What follows belongs to an exercise in optimizing a design on an open flow for small area, a short achievable clock period and few clock cycles; a production flow would make more cautious choices.
The RTL was checked by simulation tests, not by an equivalence proof against the original design.
Power is estimated from default activity; no workload was simulated.

==> config.mk <==
export PLATFORM = sky130hd
export DESIGN_NAME = romdec
export DESIGN_NICKNAME = romdec
export VERILOG_FILES = /design/flow/design.v
export SDC_FILE = /design/flow/constraint.sdc
export NUM_CORES = 4
export LEC_CHECK = 0
export CAP_MARGIN = 20
export CORE_MARGIN = 2
export CORE_UTILIZATION = 40
export PLACE_DENSITY = 0.6
export SLEW_MARGIN = 20
==> constraint.sdc <==
create_clock -name core_clock -period 8.0 [get_ports {clk}]
set_input_delay 1.6000 -clock core_clock [delete_from_list [all_inputs] [get_ports {clk}]]
set_output_delay 1.6000 -clock core_clock [all_outputs]
set_load 0.01 [all_outputs]
==> design.v <==
module romdec (
    input  wire        clk,
    input  wire        rst,
    input  wire        start,
    input  wire [2:0]  unit,
    input  wire [15:0] maxlen,
    input  wire [15:0] in_len,
    input  wire [15:0] bias,
    output wire        busy,
    output wire        done,
    output wire [3:0]  code,
    output wire [15:0] count,
    output wire [31:0] fault_info,
    output reg         in_re,
    output reg  [15:0] in_addr,
    input  wire [7:0]  in_rdata,
    output reg         out_we,
    output reg  [15:0] out_waddr,
    output reg  [7:0]  out_wdata,
    output reg         out_re,
    output reg  [15:0] out_raddr,
    input  wire [7:0]  out_rdata
);
    localparam C_NONE = 4'd0, C_OK = 4'd1, C_UNDERRUN = 4'd2, C_BADREF = 4'd3,
               C_BOUND = 4'd4, C_CEILING = 4'd5, C_BADHDR = 4'd8, C_BADCMD = 4'd9;
    localparam [5:0]
        K_INIT = 6'd0,
        K_TOK  = 6'd1,    
        K_B1   = 6'd2,    
        K_C1   = 6'd3,    
        K_C0   = 6'd4,    
        K_LIT  = 6'd5,    
        K_OFF  = 6'd6,    
        K_LO   = 6'd7,
        K_HI   = 6'd8,
        K_N    = 6'd9,
        X_CHK  = 6'd10,   
        X_RUN  = 6'd11,   
        S_INIT = 6'd12,
        S_B0   = 6'd13,
        S_B1   = 6'd14,
        S_B2   = 6'd15,
        S_TOK  = 6'd16,
        S_RH   = 6'd17,
        D_INIT = 6'd18,
        D_LO   = 6'd19,
        D_HI   = 6'd20,
        E_INIT = 6'd21,
        E_H0   = 6'd22,
        E_H1   = 6'd23,
        E_H2   = 6'd24,
        E_H3   = 6'd25,
        E_H4   = 6'd26,
        E_H5   = 6'd27,
        E_B2   = 6'd28,
        E_TOK  = 6'd29,
        E_TH   = 6'd30,
        E_FL   = 6'd31,
        E_RAW  = 6'd32,
        E_V    = 6'd33,
        E_WH   = 6'd34,
        E_WL   = 6'd35;
    reg        busy_q, done_q;
    reg [5:0]  ph;
    reg [3:0]  code_q;
    reg        kb;         
    reg        sx;         
    reg [15:0] ip;         
    reg [15:0] wp;
    reg [15:0] lim;        
    reg [15:0] aux;        
    reg [15:0] off;        
    reg [16:0] kd;         
    reg [1:0]  rl;         
    reg [8:0]  cnt;
    reg        zf;         
    reg [7:0]  dacc;
    reg [15:0] acc;
    reg [4:0]  epl;
    reg [4:0]  efm;
    reg [6:0]  fsh;
    reg [2:0]  bp;         
    reg [4:0]  nb;         
    reg        et;         
    reg [2:0]  emode;      
    assign busy  = busy_q;
    assign done  = done_q;
    assign code  = code_q;
    assign count = wp;
    wire sel_wp  = code_q[2] | (code_q[1] & code_q[0]);
    wire sel_lim = code_q[3] | (code_q[1] & ~code_q[0]);
    wire sel_off = ~code_q[3] & ~code_q[2] & code_q[1] & code_q[0];
    assign fault_info = {({16{sel_off}} & off),
                         ({16{sel_wp}} & wp) | ({16{sel_lim}} & lim)};
    wire in_end   = (ip == lim);
    wire at_limit = (wp == aux);
    wire [15:0] ip_inc = ip + 16'd1;
    wire        x_cin  = (ph == X_RUN);
    wire [16:0] x_sum  = {1'b0, wp} + {1'b0, off} + {16'd0, x_cin};
    wire        x_bad  = ~x_sum[16];       
    wire [15:0] s_x    = (ph == S_B1) ? {in_rdata, off[7:0]} : {off[7:0], off[15:8]};
    wire [16:0] s_x2   = {1'b0, s_x} + 17'd2;
    wire        s_fits = (s_x2 <= {1'b0, lim});
    wire g1 = |kd[16:2];
    wire g2 = |kd[16:3];
    wire g4 = |kd[16:5];
    wire sd_empty = ~|kd[8:1];
    function [7:0] dcm_step;
        input [7:0] a;
        input [3:0] x;
        reg [8:0] d;
        reg [9:0] s;
        begin
            case (x)
                4'd0:  d = 9'd0;
                4'd1:  d = 9'd1;
                4'd2:  d = 9'd2;
                4'd3:  d = 9'd4;
                4'd4:  d = 9'd8;
                4'd5:  d = 9'd16;
                4'd6:  d = 9'd32;
                4'd7:  d = 9'd64;
                4'd8:  d = 9'h180;
                4'd9:  d = 9'h1FF;
                4'd10: d = 9'h1FE;
                4'd11: d = 9'h1FC;
                4'd12: d = 9'h1F8;
                4'd13: d = 9'h1F0;
                4'd14: d = 9'h1E0;
                default: d = 9'h1C0;
            endcase
            s = {2'b00, a} + {d[8], d};
            if (s[9])
                dcm_step = 8'd0;
            else if (s[8])
                dcm_step = 8'd255;
            else
                dcm_step = s[7:0];
        end
    endfunction
    wire [7:0] dcm_next = dcm_step(dacc, (ph == D_HI) ? in_rdata[7:4] : in_rdata[3:0]);
    wire       ebit   = in_rdata[~bp];
    wire [2:0] efm_k  = efm[0] + efm[1] + efm[2] + efm[3] + efm[4];
    wire [1:0] fp1 = efm[0];
    wire [1:0] fp2 = efm[0] + efm[1];
    wire [2:0] fp3 = efm[0] + efm[1] + efm[2];
    wire [2:0] fp4 = efm[0] + efm[1] + efm[2] + efm[3];
    wire [4:0] eflags = {efm[4] & fsh[fp4], efm[3] & fsh[fp3], efm[2] & fsh[fp2],
                         efm[1] & fsh[fp1], efm[0] & fsh[0]};
    reg  [15:0] e_x;
    always @* begin
        case (ph)
            E_H4:    e_x = kd[15:0];
            E_B2:    e_x = off;
            default: e_x = acc | {eflags, 11'd0};
        endcase
    end
    wire [15:0] e_sum = e_x + aux;
    wire        e_dec = (emode == 3'd4);
    wire [15:0] e_step = acc + {{15{e_dec}}, 1'b1};
    reg        take, rdb;
    always @* begin
        take = 1'b0;
        rdb  = 1'b0;
        if (busy_q) begin
            if (rl != 2'd0 && ph <= K_N) begin
                take = 1'b1;
            end else begin
                case (ph)
                    K_TOK: take = kd[0] ? g1 : (kd[1] ? g2 : g4);
                    K_B1:  take = kd[0] & g1;
                    K_C0:  take = g1;
                    K_LIT, K_OFF, K_LO, K_HI, K_N: take = 1'b1;
                    S_B0, S_B1, S_RH: take = 1'b1;
                    S_TOK: take = 1'b1;
                    D_HI:  take = 1'b1;
                    E_H0, E_H1, E_H2, E_H3, E_H4, E_H5: take = 1'b1;
                    E_TOK, E_TH, E_FL, E_RAW: take = (bp == 3'd7);
                    default: ;
                endcase
            end
            case (ph)
                E_TOK, E_TH, E_FL, E_RAW: rdb = (bp == 3'd0);
                default: rdb = take;
            endcase
        end
    end
    always @* begin
        in_re     = busy_q;
        in_addr   = take ? ip_inc : ip;
        out_re    = 1'b0;
        out_raddr = x_sum[15:0];
        out_we    = 1'b0;
        out_waddr = wp;
        out_wdata = in_rdata;
        if (busy_q) begin
            case (ph)
                K_TOK: out_we = (rl == 2'd0) && kd[0] && g1 && !in_end && !at_limit;
                K_LIT: out_we = (rl == 2'd0) && !in_end && !at_limit;
                K_N:   out_re = 1'b1;
                X_CHK: out_re = 1'b1;
                X_RUN: begin
                    out_re    = (cnt != 9'd1);
                    out_we    = sx || !at_limit;
                    out_wdata = zf ? 8'd0 : out_rdata;
                end
                S_TOK: out_we = !sd_empty && kd[0] && !in_end;
                D_LO: begin
                    out_we    = zf;
                    out_wdata = dacc;
                end
                D_HI: begin
                    out_we    = 1'b1;
                    out_wdata = dacc;
                end
                E_WH: begin
                    out_we    = 1'b1;
                    out_wdata = acc[15:8];
                end
                E_WL: begin
                    out_we    = 1'b1;
                    out_wdata = acc[7:0];
                end
                default: ;
            endcase
        end
    end
    task finish;
        input [3:0] c;
        begin
            busy_q <= 1'b0;
            done_q <= 1'b1;
            code_q <= c;
        end
    endtask
    always @(posedge clk) begin
        if (rst) begin
            busy_q <= 1'b0;
            done_q <= 1'b0;
            code_q <= C_NONE;
            wp     <= 16'd0;
        end else if (!busy_q) begin
            if (start) begin
                busy_q <= 1'b1;
                done_q <= 1'b0;
                code_q <= C_NONE;
                wp     <= 16'd0;
                ip     <= 16'd0;
                lim    <= in_len;
                aux    <= (unit == 3'd4) ? bias : (unit == 3'd0) ? maxlen : 16'hFFFF;
                kb     <= unit[0];
                sx     <= (unit == 3'd3);
                rl     <= 2'd0;
                kd     <= 17'd1;
                bp     <= 3'd0;
                dacc   <= 8'd128;
                zf     <= 1'b0;
                case (unit)
                    3'd0, 3'd1: ph <= K_INIT;
                    3'd3:       ph <= S_INIT;
                    3'd4:       ph <= E_INIT;
                    3'd5:       ph <= D_INIT;
                    default: begin
                        busy_q <= 1'b0;
                        done_q <= 1'b1;
                        code_q <= C_BADCMD;
                        lim    <= {13'd0, unit};
                    end
                endcase
            end
        end else begin
            if (take)
                ip <= ip_inc;
            if (rdb && in_end && (ph <= K_N || (ph >= E_H0 && ph <= E_RAW))) begin
                finish(C_UNDERRUN);
            end else if (rl != 2'd0 && ph <= K_N) begin
                if (rl == 2'd1) begin
                    kd[7:0] <= in_rdata;
                    rl      <= 2'd2;
                end else begin
                    kd[16:8] <= {1'b1, in_rdata};
                    rl       <= 2'd0;
                end
            end else begin
                case (ph)
                K_INIT: begin
                    rl <= 2'd1;
                    ph <= K_TOK;
                end
                K_TOK: begin
                    if (kd[0]) begin
                        kd <= {1'b0, kd[16:1]};
                        if (!g1) begin
                            rl <= 2'd1;
                            ph <= K_LIT;
                        end else if (at_limit) begin
                            finish(kb ? C_CEILING : C_BOUND);
                        end else begin
                            wp <= wp + 16'd1;
                        end
                    end else if (!g1) begin
                        kd <= {1'b0, kd[16:1]};
                        rl <= 2'd1;
                        ph <= K_B1;
                    end else if (kd[1]) begin
                        kd <= {2'b0, kd[16:2]};
                        if (g2) begin
                            off[7:0] <= in_rdata;
                            ph       <= K_HI;
                        end else begin
                            rl <= 2'd1;
                            ph <= K_LO;
                        end
                    end else if (g4 || kd[4]) begin
                        kd  <= {4'b0, kd[16:4]};
                        cnt <= {6'd0, kd[2], ~kd[2], kd[3]};
                        if (g4) begin
                            off <= {8'hFF, in_rdata};
                            ph  <= X_CHK;
                        end else begin
                            rl <= 2'd1;
                            ph <= K_OFF;
                        end
                    end else begin
                        kd <= {2'b0, kd[16:2]};
                        if (!g2)
                            rl <= 2'd1;
                        ph <= K_C1;
                    end
                end
                K_B1: begin
                    kd <= {1'b0, kd[16:1]};
                    if (!g1)
                        rl <= 2'd1;
                    if (kd[0]) begin
                        if (g1) begin
                            off[7:0] <= in_rdata;
                            ph       <= K_HI;
                        end else begin
                            ph <= K_LO;
                        end
                    end else begin
                        ph <= K_C1;
                    end
                end
                K_C1: begin
                    kd  <= {1'b0, kd[16:1]};
                    cnt <= {6'd0, kd[0], ~kd[0], 1'b0};
                    if (!g1)
                        rl <= 2'd1;
                    ph <= K_C0;
                end
                K_C0: begin
                    kd     <= {1'b0, kd[16:1]};
                    cnt[0] <= kd[0];
                    if (g1) begin
                        off <= {8'hFF, in_rdata};
                        ph  <= X_CHK;
                    end else begin
                        rl <= 2'd1;
                        ph <= K_OFF;
                    end
                end
                K_LIT: begin
                    if (at_limit) begin
                        finish(kb ? C_CEILING : C_BOUND);
                    end else begin
                        wp <= wp + 16'd1;
                        ph <= K_TOK;
                    end
                end
                K_OFF: begin
                    off <= {8'hFF, in_rdata};
                    ph  <= X_CHK;
                end
                K_LO: begin
                    off[7:0] <= in_rdata;
                    ph       <= K_HI;
                end
                K_HI: begin
                    off[15:8] <= {3'b111, in_rdata[7:3]};
                    cnt       <= {6'd0, in_rdata[2:0]} + 9'd2;
                    ph        <= (in_rdata[2:0] != 3'd0) ? X_CHK : K_N;
                end
                K_N: begin
                    cnt <= {1'b0, in_rdata} + 9'd1;
                    if (in_rdata == 8'd0)
                        finish(C_OK);
                    else if (in_rdata == 8'd1)
                        ph <= K_TOK;
                    else if (x_bad)
                        finish(C_BADREF);
                    else
                        ph <= X_RUN;
                end
                X_CHK: begin
                    if (x_bad && !sx)
                        finish(C_BADREF);
                    else
                        ph <= X_RUN;
                    zf <= x_bad;
                end
                X_RUN: begin
                    if (at_limit && !sx) begin
                        finish(kb ? C_CEILING : C_BOUND);
                    end else begin
                        wp  <= wp + 16'd1;
                        cnt <= cnt - 9'd1;
                        if (cnt == 9'd1) begin
                            zf <= 1'b0;
                            ph <= sx ? S_TOK : K_TOK;
                        end
                    end
                end
                S_INIT: begin
                    if (lim[15:1] == 15'd0)
                        finish(C_OK);
                    else
                        ph <= S_B0;
                end
                S_B0: begin
                    off[7:0] <= in_rdata;
                    ph       <= S_B1;
                end
                S_B1: begin
                    off[15:8] <= in_rdata;
                    if (s_fits) begin
                        lim <= s_x2[15:0];
                        zf  <= 1'b1;
                    end
                    ph <= S_B2;
                end
                S_B2: begin
                    if (!zf && s_fits)
                        lim <= s_x2[15:0];
                    zf <= 1'b0;
                    kd <= 17'd1;
                    ph <= S_TOK;
                end
                S_TOK: begin
                    if (in_end) begin
                        finish(C_OK);
                    end else if (sd_empty) begin
                        kd <= {8'd0, 1'b1, in_rdata};
                    end else begin
                        kd <= {1'b0, kd[16:1]};
                        if (kd[0]) begin
                            wp <= wp + 16'd1;
                        end else begin
                            off[11:0] <= {4'd0, in_rdata} + 12'h012 - wp[11:0];
                            ph        <= S_RH;
                        end
                    end
                end
                S_RH: begin
                    if (in_end) begin
                        finish(C_OK);
                    end else begin
                        off[15:8] <= {4'hF, off[11:8] + in_rdata[7:4]};
                        cnt       <= {5'd0, in_rdata[3:0]} + 9'd3;
                        ph        <= X_CHK;
                    end
                end
                D_INIT: ph <= D_LO;
                D_LO: begin
                    if (zf)
                        wp <= wp + 16'd1;
                    if (in_end) begin
                        finish(C_OK);
                    end else begin
                        dacc <= dcm_next;
                        ph   <= D_HI;
                    end
                end
                D_HI: begin
                    wp   <= wp + 16'd1;
                    dacc <= dcm_next;
                    zf   <= 1'b1;
                    ph   <= D_LO;
                end
                E_INIT: ph <= E_H0;
                E_H0: begin
                    acc[7:0] <= in_rdata;
                    epl      <= in_rdata[4:0];
                    ph       <= E_H1;
                end
                E_H1: begin
                    efm <= in_rdata[4:0];
                    ph  <= E_H2;
                end
                E_H2: begin
                    kd[15:8] <= in_rdata;
                    ph       <= E_H3;
                end
                E_H3: begin
                    kd[7:0] <= in_rdata;
                    ph      <= E_H4;
                end
                E_H4: begin
                    kd[15:0]  <= e_sum;
                    off[15:8] <= in_rdata;
                    ph        <= E_H5;
                end
                E_H5: begin
                    off[7:0] <= in_rdata;
                    if (acc[7:0] > 8'd16) begin
                        lim <= {8'd0, acc[7:0]};
                        finish(C_BADHDR);
                    end else begin
                        ph <= E_B2;
                    end
                end
                E_B2: begin
                    off <= e_sum;
                    ph  <= E_TOK;
                end
                E_TOK: begin
                    et <= ebit;
                    nb <= ebit ? 5'd6 : 5'd5;
                    fsh <= 7'd0;
                    bp <= bp + 3'd1;
                    ph <= E_TH;
                end
                E_TH: begin
                    fsh <= {fsh[5:0], ebit};
                    bp  <= bp + 3'd1;
                    nb  <= nb - 5'd1;
                    if (nb == 5'd1) begin
                        cnt <= {4'd0, fsh[2:0], ebit} + 9'd1;
                        if (!et) begin
                            emode <= fsh[3] ? 3'd1 : 3'd0;
                            acc   <= fsh[3] ? off : kd[15:0];
                            ph    <= E_WH;
                        end else if (fsh[4:0] == 5'b11111 && ebit) begin
                            finish(C_OK);
                        end else begin
                            emode <= {1'b0, fsh[4:3]} + 3'd2;
                            fsh   <= 7'd0;
                            acc   <= 16'd0;
                            nb    <= (efm_k != 3'd0) ? {2'd0, efm_k} : epl;
                            ph    <= (efm_k != 3'd0) ? E_FL : (epl != 5'd0) ? E_RAW : E_V;
                        end
                    end
                end
                E_FL: begin
                    fsh <= {fsh[5:0], ebit};
                    bp  <= bp + 3'd1;
                    nb  <= nb - 5'd1;
                    if (nb == 5'd1) begin
                        nb <= epl;
                        ph <= (epl != 5'd0) ? E_RAW : E_V;
                    end
                end
                E_RAW: begin
                    acc <= {acc[14:0], ebit};
                    bp  <= bp + 3'd1;
                    nb  <= nb - 5'd1;
                    if (nb == 5'd1)
                        ph <= E_V;
                end
                E_V: begin
                    acc <= e_sum;
                    ph  <= E_WH;
                end
                E_WH: begin
                    wp <= wp + 16'd1;
                    ph <= E_WL;
                end
                E_WL: begin
                    wp  <= wp + 16'd1;
                    cnt <= cnt - 9'd1;
                    if (emode == 3'd0 || emode == 3'd3 || emode == 3'd4)
                        acc <= e_step;
                    if (cnt == 9'd1) begin
                        if (emode == 3'd0)
                            kd[15:0] <= e_step;
                        ph <= E_TOK;
                    end else if (emode == 3'd5) begin
                        fsh <= 7'd0;
                        acc <= 16'd0;
                        nb  <= (efm_k != 3'd0) ? {2'd0, efm_k} : epl;
                        ph  <= (efm_k != 3'd0) ? E_FL : (epl != 5'd0) ? E_RAW : E_V;
                    end else begin
                        ph <= E_WH;
                    end
                end
                default: ;
                endcase
            end
        end
    end
endmodule
==> run.sh <==
#!/bin/bash
# synth_recipe.tcl (not shown) runs the flow's synth.tcl, then flattens the netlist and writes it again
# the make line also repeats each setting of config.mk as NAME=value (left out here)
make -C /OpenROAD-flow-scripts/flow DESIGN_CONFIG=/design/flow/config.mk WORK_HOME=/design/flow/orfs CLKGATE_MAP_FILE= SYNTH_SCRIPT=/design/flow/synth_recipe.tcl finish
==> notes.md <==
## critical path, cell delays in order, from the launching register on
cell,delay [ps]
sky130_fd_sc_hd__edfxtp_1,740
sky130_fd_sc_hd__or4b_2,820
sky130_fd_sc_hd__nor2_1,280
sky130_fd_sc_hd__inv_2,180
sky130_fd_sc_hd__fa_1,470
sky130_fd_sc_hd__inv_1,110
sky130_fd_sc_hd__fa_1,230
sky130_fd_sc_hd__a211oi_1,90
sky130_fd_sc_hd__nor2_1,190
sky130_fd_sc_hd__o41ai_1,120
sky130_fd_sc_hd__o21ai_0,470
sky130_fd_sc_hd__a31oi_1,180
sky130_fd_sc_hd__xnor2_1,170
sky130_fd_sc_hd__clkdlybuf4s50_1,560
## final cells by class
cell class | instances | area [um^2] | area share
diodes | 1 | 2.50 | 0.000117
clock buffers | 18 | 429 | 0.0201
clock inverters | 14 | 151 | 0.00711
inverters | 95 | 357 | 0.0167
multi-input cells | 1801 | 12300 | 0.575
flip-flops and latches | 176 | 5070 | 0.238
well taps | 600 | 751 | 0.0352
repair buffers | 245 | 2290 | 0.108
## path summary, 6_finish.rpt
check	endpoint	depth (start not counted)	slack, ps	start
worst max-delay path	out_raddr[14]	13	1270	ph[4]
worst min-delay path	code_q[1]	2	540	code_q[1]
worst min register to register	code_q[1]	2	540	code_q[1]
worst max register to register	lim[12]	18	2040	ph[4]
## metrics by stage
step / util / instances / setup WS [ps] / hold slack (ps) / total power, mW
CTS: 0.471 / 2948 / 1320 / 533 / 2.66
floorplan: - / 2215 / 2470 / 466 / 1.51
finish: 0.471 / 2950 / 1270 / 536 / 2.67
global route: 0.471 / 2949 / 937 / 565 / 2.76
global placement: 0.458 / 2916 / 1580 / 521 / 1.77
detailed placement: 0.458 / 2916 / 1550 / 520 / 1.77
## cell families (layout without fill, tap and decap cells)
logic type | Yosys count | after routing | share of synthesized area
other | 0 | 1 | 0
buffers and inverters | 238 | 372 | 0.0554
and+or+nand+nor | 776 | 776 | 0.209
muxes | 82 | 82 | 0.0499
DFF | 176 | 176 | 0.277
adders and majority gates | 124 | 124 | 0.0887
xor gates and xnor gates | 148 | 148 | 0.0710
AOI/OAI and AO/OA | 671 | 671 | 0.248
## state kept, by name, summed over array words and instances (netlist names), 8 cells and up
signal	flops
acc	16
aux	16
dacc	8
wp	16
lim	16
kd	17
ip	16
off	16
cnt	9
## synth_stat cells (all sizes together) (29+ instances only)
cell,number
and2,50
edfxtp,154
mux2i,61
a22oi,29
a21oi,159
xnor2,107
nand3,59
xor2,41
nor3,50
nand2,240
clkbuf,96
inv,91
buf,47
ha,115
nand4,32
o21ai,141
nor2,176
o211ai,31
a21o,31
## power by group through the flow
stage / Combinational, mW / Clock, mW / Sequential (mW)
6_report: 0.667 / 0.898 / 1.11
5_1_grt: 0.710 / 0.935 / 1.11
2_1_floorplan: 0.415 / 0 / 1.09
3_3_place_gp: 0.642 / 0 / 1.13
4_1_cts: 0.650 / 0.907 / 1.11
3_5_place_dp: 0.646 / 0 / 1.13
## per-layer routing
metal | wire [um] | vias to the layer above | track usage
met5 | 0 | - | 0
met4 | 4520 | 0 | 0.179
met3 | 8360 | 248 | 0.0725
met2 | 36100 | 1300 | 0.525
met1 | 34200 | 9298 | 0.466
li1 | - | 8565 | -
==> metrics list <==
- Most used cells in the layout excluding fill and tap cells: sky130_fd_sc_hd__nand2_1 (239), sky130_fd_sc_hd__clkdlybuf4s50_1 (182), sky130_fd_sc_hd__nor2_1 (174)
- In this run the power spent charging and discharging nets is 0.908 mW.
- After synthesis the netlist holds a flip-flop and latch count of 176.
- Most common cell after layout, fill and taps aside: sky130_fd_sc_hd__nand2_1
- Hold Path Class: reg -> reg
* Kind of end point of the critical path: output port
* Setup repair after global routing missed its margin: false
- Final count of negative-setup-slack endpoints: 0
* Die boundary height: 218 um
* Top flip-flop cell by instance count after synthesis: sky130_fd_sc_hd__edfxtp_1
- Of the total power, combinational logic draws 0.249.
- Across the run, the number of max-cap violations was 0.
* Residual DRC count: 0
- During placement, the flow inserted port buffers numbering 182.
- Max VDD drop: 0.000140 V
- Clock Skews: 20.2 ps
- At the worst endpoint, the arrival time is 5130 ps.
- For this block, the initial DRC count from the detailed router was 2756.
- Entering global routing, the biggest net connects 45 pins.
- After synthesis, the share of flip-flops with an asynchronous set or reset is 0.
- Once layout is done, the placed cells without fillers occupy 21300 um^2.
- Total count of max-transition violations in the final report: 0
- STA classifies the critical path startpoint as a flop.
* Area after DPL: 20700 um^2
* Half-perimeter wire length of the detailed placement result: 63.6 mm
* Routed wire per std cell: 28.2 um
- The congestion estimate from routability-driven global placement came to 0.997.
- Along the worst path, the maximum fanout reaches 25.
- Starting density of the core: 0.404
- By area the synthesized netlist is led by sky130_fd_sc_hd__edfxtp_1 (25%), sky130_fd_sc_hd__ha_1 (7.9%), sky130_fd_sc_hd__xnor2_1 (5.1%), sky130_fd_sc_hd__nand2_1 (4.9%), sky130_fd_sc_hd__a21oi_1 (4.3%).
* Portion of the post-synthesis area used by sequential elements: 0.277
- Clock net sink count: 176
- After the last flow step, the layout net total stands at 2530.
* Relative slew slack: 0.211
- Across every metal layer, demand over resource in global routing totals 0.347.
* Placeable core area: 45200 um^2
* Largest area contributor in the synthesized netlist: sky130_fd_sc_hd__edfxtp_1
- The layout has 4472 filler cells.
- CTS clock-pin slew for the worst setup and hold paths: 80 ps
- Synthesized Nets: 2409
- Of the total power, the clock network draws 0.336.
* Site row count: 78
* Residual overflow from global routing: 0
* Post-CTS Setup Repair Bufs: 0
* Wire length of the first global-routing pass: 122 mm
* Minimum period implied by the final worst setup slack: 6730 ps
* Root cell of the clock tree: sky130_fd_sc_hd__clkbuf_16
* Category of the most critical setup path: reg -> out
- Dividing the synthesized area by the synthesized cell count gives 8.24 um^2.
- Slew at the pin closest to its max-slew limit: 1180 ps
- The flow ran to the end and the layout has no timing, DRC or antenna violations.
- Buffers inserted to repair hold after CTS numbered 0.
- Synth unique cells: 98
* Die outline width: 218 um
- Synthesized area: 18300 um^2
- Power density normalized to cell area: 126 nW/um^2
* Max Clock Freq: 149 MHz
* Hold Fails Final Rpt: 0
* Number of warnings printed during yosys synthesis: 1
* Via Count: 19411
- Fraction of final layout cells sized beyond drive strength 1: 0.0685
- Post-Synthesis Cells: 2215
- Once detail routing completed, the nets flagged for antenna violations numbered 0.
- Req. time, crit path: 6400 ps
- Number of enable flip-flop cells after synthesis: 154
* Number of buffers between clock root and the deepest sink: 2
- Relative to the synthesized area, the layout overhead comes to 16.7%.
- 183 I/O pins were placed.
- Final period util: 0.841
* Num CTS Buffers: 17
- Clock insertion delay at the later pin of the skew report: 510 ps
- The number of antenna violations at the first check in global routing was 1.
- The die covers 47400 um^2.
* Number of gates resized after cts: 0
- Leakage power summed over all cells: 7.80 nW
* Clock tree from TritonCTS: yes
* Internal power consumption: 1.77 mW
- For the final routed database, the setup TNS stands at 0 ps.
- Net switching fraction of the power: 0.340
- The share of synthesized area in the top cell type comes to 0.253.
- Final Routed Wirelength: 83.2 mm
- Sequential share of power: 0.415
* First-pass iteration count of the detailed router: 7
- Number of global-route vias before repair: 18319
- Using the TritonRoute via totals, the vias-per-cell ratio works out to 6.58.
- The H-tree generated during clock tree synthesis spans 4 levels.
Testbench counts, summed over its fixed seeds: cycles 542,462.

-- static timing again, ports no longer ideal --
The flow's constraints put no driver on any port. The routed layout listed below was extracted and timed again, unchanged, in two steps. Step 1: set_driving_cell puts a clkbuf_16 on clk and a buf_2 on each other input, an assumption about the parent block. Step 2 adds t to the input delays and takes it off the output delays; t is the mean of the earliest and latest rising clock arrival at the registers after step 1. Input paths then give back, and output paths get back, about the clock's delay inside the block. a / b / c = ideal / step 1 / step 2; a / b = the first two.
t, ns: 0.552
slack for setup (ns): 1.270 / 1.215 / 1.417
hold WS [ns]: 0.536 / 0.536 / 0.536
After both steps this run still meets setup and hold. The setup slack of this run moves by -0.055 ns with the drivers and by +0.147 ns with both steps.
